This is an optimization exercise on Yosys and OpenROAD, whose aim is small area, not a production implementation. Function was checked by simulation only, so behaviour that the tests miss may differ from the original. Power and IR drop assume default switching activity.

==> flow/design.v, too long to show whole: its modules and the start of the top module <==
// module fgtc: 925 lines
// module rg: 13 lines
// module rg2: 13 lines
// module aoi222: 3 lines
// module aoi221: 3 lines
// module aoi22: 3 lines
// module aoi21: 3 lines
// module nd2: 3 lines
module fgtc #(
    parameter [6:0]  P_DEV_ADDR      = 7'h36,
    parameter [7:0]  P_RA_RCOMP0     = 8'h38,
    parameter [7:0]  P_RA_TEMPCO     = 8'h39,
    parameter [7:0]  P_RA_FULLCAPREP = 8'h10,
    parameter [7:0]  P_RA_CYCLES     = 8'h17,
    parameter [7:0]  P_RA_FULLCAPNOM = 8'h23,
    parameter [15:0] P_SETTLE_MS     = 16'd10,
    parameter [15:0] P_POLL_MS       = 16'd1
) (
    input             clk,
    input             rst,           
    input             host_we,
    input      [5:0]  host_addr,
    input      [15:0] host_wdata,
    output     [15:0] host_rdata,
    output            irq,
    output            bus_req,
    output     [2:0]  bus_kind,
    output     [7:0]  bus_byte,
    input             bus_ack,
    input      [7:0]  bus_st,
    input      [7:0]  bus_d,
    output            nv_req,
    output            nv_we,
    output     [15:0] nv_addr,
    output     [15:0] nv_wdata,
    input             nv_ack,
    input      [15:0] nv_rdata,
    input             ms_tick
);
  // ...
==> flow/run.sh <==
#!/bin/bash
# synth_recipe.tcl (not shown) runs the flow's synth.tcl, then flattens the netlist and writes it again
# the make line also repeats each setting of config.mk as NAME=value (left out here)
make -C /OpenROAD-flow-scripts/flow DESIGN_CONFIG=/design/flow/config.mk WORK_HOME=/design/flow/orfs CLKGATE_MAP_FILE= SYNTH_SCRIPT=/design/flow/synth_recipe.tcl finish
==> flow/config.mk <==
export PLATFORM = sky130hd
export DESIGN_NAME = fgtc
export DESIGN_NICKNAME = fgtc
export VERILOG_FILES = /design/flow/design.v
export SDC_FILE = /design/flow/constraint.sdc
export NUM_CORES = 4
export LEC_CHECK = 0
export CAP_MARGIN = 20
export CORE_MARGIN = 2
export CORE_UTILIZATION = 40
export CTS_BUF_LIST = sky130_fd_sc_hd__clkbuf_16
export CTS_CLUSTER_DIAMETER = 80
export CTS_CLUSTER_SIZE = 24
export SLEW_MARGIN = 20
export SYNTH_HIERARCHICAL = 1
==> flow/constraint.sdc <==
create_clock -name core_clock -period 10.0 [get_ports {clk}]
set_input_delay 2.0000 -clock core_clock [delete_from_list [all_inputs] [get_ports {clk}]]
set_output_delay 2.0000 -clock core_clock [all_outputs]
set_load 0.01 [all_outputs]
==> summary.txt, run 1 <==
- P per Cell Area: 143 mW/mm²
- Syn Std Cell Area: between 0.03 and 0.04 mm²
- Commonest non-fill, non-tap cell in the layout: dfxtp_1
- Netlist cell types: 95
- Pwr top: sequential cells
- P_leak: approximately 13 nW
- Syn_nets: approximately 3300
- FF+latch area: roughly 0.014 mm²
- Clock group: approximately 1.9 mW
- Area of the core: around 0.079 mm²
- # rows: between 100 and 150
- Asr flop ratio synth: 0
- Final Power: 5.03 mW
- Outcome: finished clean
- Combinational share of power: 0.072
- Place WS: between 0.3 and 0.4 ns
- Routing usage on met3: 0.0673
- Most frequent cells in the layout: dfxtp_1, a22o_1, a222oi_1, nand2_1, nor2_1
- IO Count: 123
- Num CTS Buffers: 41
- Diodes inserted: 1
- Worst setup path start: host_addr[3]
- Area grow syn2layout: 10.1%
- Non-CTS inverters: roughly 100
- CTS Sinks: about 690
- Seq/Total Area, Yosys: 0.429
- Non-clock buffer share: 0.0703
==> run 2, diff against run 1 <==
==> flow/flow/run.sh (new file) <==
#!/bin/bash
# Own layout flow: the standard ORFS flow (standard.sh) with two changes,
# passed to the ORFS scripts through the environment variables they read:
#   - port buffering (global_place.tcl, buffer_ports) uses sky130_fd_sc_hd__buf_1;
#   - clock tree synthesis (cts.tcl) clusters at most 14 sinks within 60 um per
#     sky130_fd_sc_hd__clkbuf_8 leaf buffer and inserts no dummy loads.
# Synthesis, floorplan, power grid, tap cells, placement, timing repair and
# routing are the standard flow's.  make's full output goes to standard.log in
# this folder; ORFS keeps each step's own log under orfs/logs/.
set -euo pipefail
export BUFFER_PORTS_ARGS="-buffer_cell sky130_fd_sc_hd__buf_1"
export CTS_ARGS="-sink_clustering_enable -repair_clock_nets -dont_use_dummy_load -buf_list sky130_fd_sc_hd__clkbuf_8 -sink_clustering_size 14 -sink_clustering_max_diameter 60"
bash standard.sh > standard.log 2>&1
==> flow/standard.sh (new file) <==
#!/bin/bash
# synth_recipe.tcl (not shown) runs the flow's synth.tcl, then flattens the netlist and writes it again
# the make line also repeats each setting of config.mk as NAME=value (left out here)
make -C /OpenROAD-flow-scripts/flow DESIGN_CONFIG=/design/flow/config.mk WORK_HOME=/design/flow/orfs CLKGATE_MAP_FILE= SYNTH_SCRIPT=/design/flow/synth_recipe.tcl "${@:-finish}"
--- a/flow/config.mk
+++ b/flow/config.mk
@@ -10,5 +10,2 @@
 export CORE_UTILIZATION = 40
-export CTS_BUF_LIST = sky130_fd_sc_hd__clkbuf_16
-export CTS_CLUSTER_DIAMETER = 80
-export CTS_CLUSTER_SIZE = 24
 export SLEW_MARGIN = 20
removed: flow/run.sh
==> run 2 against run 1 <==
The layout now fails its checks (negative setup slack). Clock skew is 0.074 ns higher. Largest cell class unchanged. Combinational power is 5.6% lower. Worst hold slack got worse by 0.0018 ns. Utilization fell by 1.7 points. Register-to-register slack is essentially flat. Sequential cell count did not move. Synthesized cell count is the same.
==> summary.txt, run 2 <==
- Die height: 287 µm (unchanged)
- Post-synth EDFFs: 0 (unchanged)
- Peak VDD IR: 0.115 mV (was 0.111 mV)
- Asr flop ratio synth: 0 (unchanged)
- DRT Pass-1 Iters: 13 (was 14)
- IO Count: 123 (unchanged)
- Cts hold-fix bufs: 0 (unchanged)
- Max clock buf depth: 3 (unchanged)
- Detail Route Antenna Nets: 0 (unchanged)
- Most frequent cells in the layout: dfxtp_1, a22o_1, a222oi_1, nand2_1, nor2_1 (unchanged)
- Die W: 287 µm (unchanged)
- Area grow syn2layout: 5.82% (was 10.1%)
- Fill count: 7843 (was 7700)
- Crit path capture type: output port (unchanged)
- Max Cap Viol: 0 (unchanged)
- CP startpoint kind: flip-flop (was input port)
- F_max: 99.6 MHz (was 102 MHz)
- Largest regs: rxbuf x128, txbuf x128, cache x80 (unchanged)
- Commonest register cell after synthesis: dfxtp_1 (unchanged)
- Root buffer cell: clkbuf_8 (was clkbuf_16)
- Final cell count without fillers: 4360 (was 4387)
- Area of the core: 0.0791 mm² (unchanged)
- Met3 WL post-DR: 17.2 mm (was 16.9 mm)
- Post-layout minimum cycle time: 10.04 ns (was 9.80 ns)
- Vias: 30193 (was 30065)
- Met2 wire len: 56.6 mm (about the same)
- Netlist cell types: 95 (unchanged)
- Setup tns final: -0.0378 ns (was 0 ns)
- Syn_area_per_cell: 9.88 µm² (unchanged)
- IO buf count: 121 (unchanged)
- Post-Route WL: 140 mm (was 139 mm)
- Post-route met1 wirelength: 59.0 mm (was 58.6 mm)
- Initial core utilization: 0.404 (unchanged)
- P per Cell Area: 137 mW/mm² (was 143 mW/mm²)
- WHS: 0.472 ns (was 0.474 ns)
- Mapped Cells: 3238 (unchanged)
- P_leak: 12.5 nW (was 13.2 nW)
- Global-route wire length before repair: 198 mm (was 197 mm)
- Outcome: complete, but fails checks (was finished clean)
- GRT Resource Usage Total: 0.327 (was 0.323)
- Top cell type by total area after synthesis: dfxtp_1 (unchanged)
- Path type of the worst setup path: reg2out (was in2out)
- Setup WS post-layout: -0.0378 ns (was 0.202 ns)
- Place WS: 0.759 ns (was 0.343 ns)
- Inst Count DP: 4288 (was 4321)
- Vias in the first global route: 26980 (was 26976)
- 1st-iter DRT viols: 5984 (was 5615)
- Critical Path RT: 8.00 ns (about the same)
- Seq/Total Area, Yosys: 0.429 (unchanged)
- WP data arrival: 8.04 ns (was 7.80 ns)
- Max FO, Critical Path: 17 (was 9)
- Htree depth: 3 (was 2)
- Commonest non-fill, non-tap cell in the layout: dfxtp_1 (unchanged)
- Num CTS Buffers: 66 (was 41)
- DRC: 0 (unchanged)
- Flops & latches, synth: 686 (unchanged)
- Die area: 0.0823 mm² (unchanged)
- RSZ-0062 raised after global routing: no (unchanged)
- CTS Sinks: 686 (unchanged)
- Worst-Margin Slew: 1.28 ns (was 1.17 ns)
- Fin nets: 3396 (was 3404)
- Largest net degree at the start of global routing: 65 (unchanged)
- Violated layout checks: negative setup slack
- Final Util: 0.428 (was 0.445)
- Most frequent cell after synthesis: dfxtp_1 (unchanged)
- Final worst-path cycle share: 1.00 (was 0.980)
- CTS clk-pin slew, worst paths: 0.09 ns (about the same)
- Syn Std Cell Area: 0.0320 mm² (unchanged)
- Hold/Removal Path Class: reg2reg (unchanged)
- Clock Latency Late Sink: 0.73 ns (was 0.62 ns)
- Area after DPL: 0.0329 mm² (was 0.0339 mm²)
- CTS tree: built (unchanged)
- Synth top cells by count: dfxtp_1, a22o_1, a222oi_1 (unchanged)
- Top cell type's share of synthesized area: 0.429 (unchanged)
- DP Wirelength: 100 mm (was 101 mm)
- Routability Congestion: 1.05 (was 1.02)
- Global route overflow: 0 (unchanged)
- # setup viols final: 1 (was 0)
- Top cells by area, synth: dfxtp_1, a22o_1, a222oi_1 (unchanged)
- Initial antenna violation count: 8 (was 2)
- Rel. slew slack: 0.144 (was 0.202)
- # rows: 103 (unchanged)
- Post-route design area: 0.0339 mm² (was 0.0352 mm²)
- Highest routed layer: met5 (unchanged)
- Count of warnings emitted by yosys: 7 (unchanged)
- Post-DR vias/cell: 6.93 (was 6.85)
- WL/cell: 32.1 µm (was 31.6 µm)
- Final Power: 4.64 mW (was 5.03 mW)
- Final max-slew violation count: 0 (unchanged)
- Fraction of layout cells with a size suffix above 1: 0.124 (about the same)
- Hold Violations, Final: 0 (unchanged)
- Clock skew: 0.102 ns (was 0.0283 ns)
- Syn_nets: 3328 (unchanged)
-- run 2: cell counts after synthesis --
No cell type changed its count.
-- run 2: final timing paths --
kind | start | end | slack (ns) | depth (start not counted)
worst min register to register | stage[19]$_DFF_P_ | stage[3]$_DFF_P_ | 0.47 | 1
worst max-delay path | cmd[12]$_DFF_P_ | bus_byte[5] | -0.04 | 18
worst max register to register | cmd[12]$_DFF_P_ | ph[1]$_SDFFE_PN0P_ | 1.41 | 22
worst min-delay path | stage[19]$_DFF_P_ | stage[3]$_DFF_P_ | 0.47 | 1
-- run 2: power breakdown --
group | total, mW | leakage, nW | internal, mW | switching (mW)
registers | 2.76 | 5.54 | 2.75 | 0.0162
logic | 0.340 | 6.53 | 0.0736 | 0.267
clock network | 1.53 | 0.475 | 0.591 | 0.944
-- run 2: cells by family after synthesis --
kind of cell             Yosys count  share of synthesized area
AO/OA/AOI/OAI                   1280                      0.336
other                              1                   0.000117
XOR/XNOR                          64                     0.0175
flip-flops                       686                      0.429
adder cells (fa/ha/maj)           30                     0.0120
AND/OR/NAND/NOR                  788                      0.119
multiplexers                      31                    0.00978
buffers and inverters            358                     0.0765
-- run 2: repair_timing --
action	4_1_cts	5_1_grt
resized for setup	0	4
setup endpoints to repair	0	3
buffers inserted	0	0
endpoints found under the hold margin	0	0
-- run 2: critical path, stage by stage (launching register included) --
cell and delay, ns:
dfxtp_1 0.95, nand4bb_1 0.52, nor3_1 0.13, a2111o_1 0.43, a211oi_4 0.57, inv_4 0.12
ha_1 0.39, nand4_1 0.29, and2_1 0.44, nor2_1 0.16, buf_4 0.23, a222oi_1 0.93
nand4_1 0.30, nor4_1 0.67, buf_4 0.27, nand2_1 0.22, o21ai_0 0.28, mux2i_1 0.21
buf_1 0.20
-- run 2: final cells by class --
type	instances	area (µm²)	area share
well taps	1050	1310	0.0388
flip-flops and latches	686	13700	0.406
multi-input cells	2194	16000	0.473
inverters	101	384	0.0113
diodes	6	15.0	0.000444
repair buffers	257	1490	0.0440
clock buffers	66	908	0.0268
-- run 2: metal layers --
layer | track usage | vias to the layer above
li1 | - | 12943
met1 | 0.478 | 14719
met2 | 0.457 | 2198
met3 | 0.0665 | 331
met4 | 0.151 | 2
met5 | 0 | -
-- run 2: per-module statistics from Yosys, one instance, submodules excluded, excerpt --
| module | cells | flops+latches | copies in the design |
|---|---|---|---|
| fgtc | 2204 | 686 | 1 |
| aoi221 | 1 | 0 | 2 |
| aoi222 | 1 | 0 | 194 |
| aoi21 | 1 | 0 | 4 |
| nd2 | 1 | 0 | 1 |

[afterwards: timing with drivers on the ports]
In the flow no input, the clock included, has a driving cell. The finished layouts below were timed again as built, in two steps.
Step 1 assumes that a clkbuf_16 drives the clock port and a buf_2 every other input.
Step 2 adds t to the input delays and takes it off the output delays; t is the mean of the earliest and latest rising clock arrival at the registers after step 1. Input paths then give back, and output paths get back, about the clock's delay inside the block.
Slacks: ideal ports / drivers / drivers and shift; pairs: ideal ports / drivers.
run	shift t [ns]	setup WS [ns]	hold WS [ns]
run 1	0.676	0.202 / 0.131 / 0.131	0.474 / 0.474 / 0.474
run 2	0.744	-0.038 / -0.104 / 0.184	0.472 / 0.472 / 0.472
For run 1, which loses most, drivers alone change the setup slack by -0.071 ns; drivers and shift together by -0.071 ns.
